This design comes from an exercise in tuning for small area on the open sky130 flow, not from production work.
In this exercise RTL edits were held to simulation tests only and were not proved equivalent to the original.
Power and IR drop assume default switching activity.

Setup of before:
// fcdmx_seq
module fcdmx_seq (
    input  wire        clk,
    input  wire        rst,
    input  wire        tick,
    input  wire [1:0]  fg_op,
    input  wire [15:0] cmd,
    input  wire        win_valid,
    input  wire [79:0] win,
    output wire        bus_clk,
    output wire        bus_dat,
    output wire        bus_lat
);
    reg        guard;
    reg        sa;
    reg [7:0]  ptr;
    reg [8:0]  cnt;
    reg        held;
    reg [5:0]  held_val;
    reg        on;
    reg        off_done;
    reg        stopped;
    reg [3:0]  seq;
    reg [7:0]  speed;
    reg        last_valid;
    reg [5:0]  last_bus;
    reg [2:0]  bus_bit;
    reg [1:0]  bus_ph;
    wire        guard_d;
    wire        sa_d;
    wire [7:0]  ptr_d;
    wire [8:0]  cnt_d;
    wire        held_d;
    wire [5:0]  held_val_d;
    wire        on_d;
    wire        off_done_d;
    wire        stopped_d;
    wire [3:0]  seq_d;
    wire [7:0]  speed_d;
    wire        last_valid_d;
    wire [5:0]  last_bus_d;
    wire [2:0]  bus_bit_d;
    wire [1:0]  bus_ph_d;
    fcdmx_next u_next (
        .rst(rst), .tick(tick), .fg_op(fg_op), .cmd(cmd), .win_valid(win_valid),
        .win_master(win[7:0]), .win_sel(win[31:24]),
        .win_mask({win[39], win[47], win[55], win[63], win[71], win[79]}),
        .guard(guard), .sa(sa), .ptr(ptr), .cnt(cnt), .held(held), .held_val(held_val),
        .on(on), .off_done(off_done), .stopped(stopped), .seq(seq), .speed(speed),
        .last_valid(last_valid), .last_bus(last_bus), .bus_bit(bus_bit), .bus_ph(bus_ph),
        .guard_d(guard_d), .sa_d(sa_d), .ptr_d(ptr_d), .cnt_d(cnt_d), .held_d(held_d),
        .held_val_d(held_val_d), .on_d(on_d), .off_done_d(off_done_d),
        .stopped_d(stopped_d), .seq_d(seq_d), .speed_d(speed_d),
        .last_valid_d(last_valid_d), .last_bus_d(last_bus_d),
  ...
Size in the first run: ~580 cells after synthesis, roughly 110 I/O pins, about 4100 um^2 of cells after synthesis.
==> flow/config.mk <==
export PLATFORM = sky130hd
export DESIGN_NAME = fcdmx_seq
export DESIGN_NICKNAME = fcdmx_seq
export VERILOG_FILES = /design/flow/design.v
export SDC_FILE = /design/flow/constraint.sdc
export NUM_CORES = 4
export LEC_CHECK = 0
export ABC_AREA = 1
export CAP_MARGIN = 20
export CORE_MARGIN = 2
export CORE_UTILIZATION = 60
export GPL_TIMING_DRIVEN = 0
export SLEW_MARGIN = 20
==> flow/constraint.sdc <==
create_clock -name core_clock -period 10.0 [get_ports {clk}]
set_input_delay 2.0000 -clock core_clock [delete_from_list [all_inputs] [get_ports {clk}]]
set_output_delay 2.0000 -clock core_clock [all_outputs]
set_load 0.01 [all_outputs]
standard.sh (not shown) runs the stock make flow with config.mk's settings and CLKGATE_MAP_FILE= SYNTH_SCRIPT=/design/flow/synth_recipe.tcl, a recipe that flattens the netlist after the stock synthesis.
==> flow/flow/run.sh <==
#!/bin/bash
# The standard layout (standard.sh) with three changes:
#  * synthesis maps the logic with an area-oriented ABC script
#    (flow/abc_area.script: &dch, then &nf with delay relaxed and more
#    cuts and area rounds) in place of
#    ORFS's abc_area.script, and leaves adders to ABC (no ADDER_MAP_FILE,
#    so no half/full adder cells); everything else in synthesis is
#    unchanged, so the registers are those of the standard synthesis;
#  * the port buffers are the smallest buffer cell (buf_1);
#  * the clock tree has no dummy loads.
# ORFS's scripts folder is copied into this work folder with only
# abc_area.script replaced. Each tool's output is in standard.log and in
# orfs/logs/.
set -e
rm -rf scripts_area
cp -r "$FLOW_HOME/scripts" scripts_area
cp flow/abc_area.script scripts_area/abc_area.script
export SCRIPTS_DIR="$PWD/scripts_area"
export ADDER_MAP_FILE=
export BUFFER_PORTS_ARGS="-buffer_cell sky130_fd_sc_hd__buf_1"
export CTS_ARGS="-sink_clustering_enable -repair_clock_nets -dont_use_dummy_load -buf_list sky130_fd_sc_hd__clkbuf_4 -root_buf sky130_fd_sc_hd__clkbuf_8"
bash standard.sh > standard.log 2>&1
==> flow/flow/abc_area.script <==
strash; &get -n; &dch; &nf -R 1000 -F 8 -A 4 -p -C 32; &put; topo; dnsize -c
--- input diff before..after ---
diff --git a/flow/flow/run.sh b/flow/flow/run.sh
--- a/flow/flow/run.sh
+++ b/flow/flow/run.sh
@@ -20,3 +20,3 @@
 export BUFFER_PORTS_ARGS="-buffer_cell sky130_fd_sc_hd__buf_1"
-export CTS_ARGS="-sink_clustering_enable -repair_clock_nets -dont_use_dummy_load -buf_list sky130_fd_sc_hd__clkbuf_4 -root_buf sky130_fd_sc_hd__clkbuf_8"
+export CTS_ARGS="-sink_clustering_enable -repair_clock_nets -dont_use_dummy_load"
 bash standard.sh > standard.log 2>&1
==> comparison <==
- after closes out successfully: all stages finished, all timing, DRC and antenna checks passed.
- Compared after against before; final critical delay including setup and external delays within noise.
- Re final design instance area without fill: no difference whatsoever between after and before.
- Reported for before and after, total of plain and repair buffers excluding clock buffers turned out identical to the last digit.
- As far as number of placed I/O pins goes, before and after are indistinguishable; the numbers are identical.
- Largest fanout on the critical path of before is on par with after.
- From before to after, cell count did not move at all.
- The met2 layer usage reported by global route was comparable across before and after.
- Diff before..after | path depth of the worst reg2reg path | unchanged
- From after to before, via count of the first global-routing pass did not move at all.
- Power across before and after: no real change.

[re-timing with driven ports]
How much do the figures lean on ideal ports? The routed layouts below were timed once more, with nothing changed but the port constraints. Step 1 sets driving cells, clkbuf_16 on the clock port and buf_2 on the other inputs (assumed; they add their load-dependent delay and slew). Step 2 times the ports against the registers' clock, not the clock port: input delays grow and output delays shrink by t, the midpoint of the rising clock arrivals with the driver on. a / b / c = ideal / step 1 / step 2; a / b = the first two.
| run | t, ns | setup slack, ns | hold slack, ns | worst setup path after step 2 | pins driven straight from the clock port |
|---|---|---|---|---|---|
| before | 0.327 | 5.421 / 5.421 / 5.414 | 0.468 / 0.468 / 0.468 | input to register | 1 |
| after | 0.327 | 5.421 / 5.421 / 5.414 | 0.468 / 0.468 / 0.468 | input to register | 1 |
After both steps every run listed still meets setup and hold.
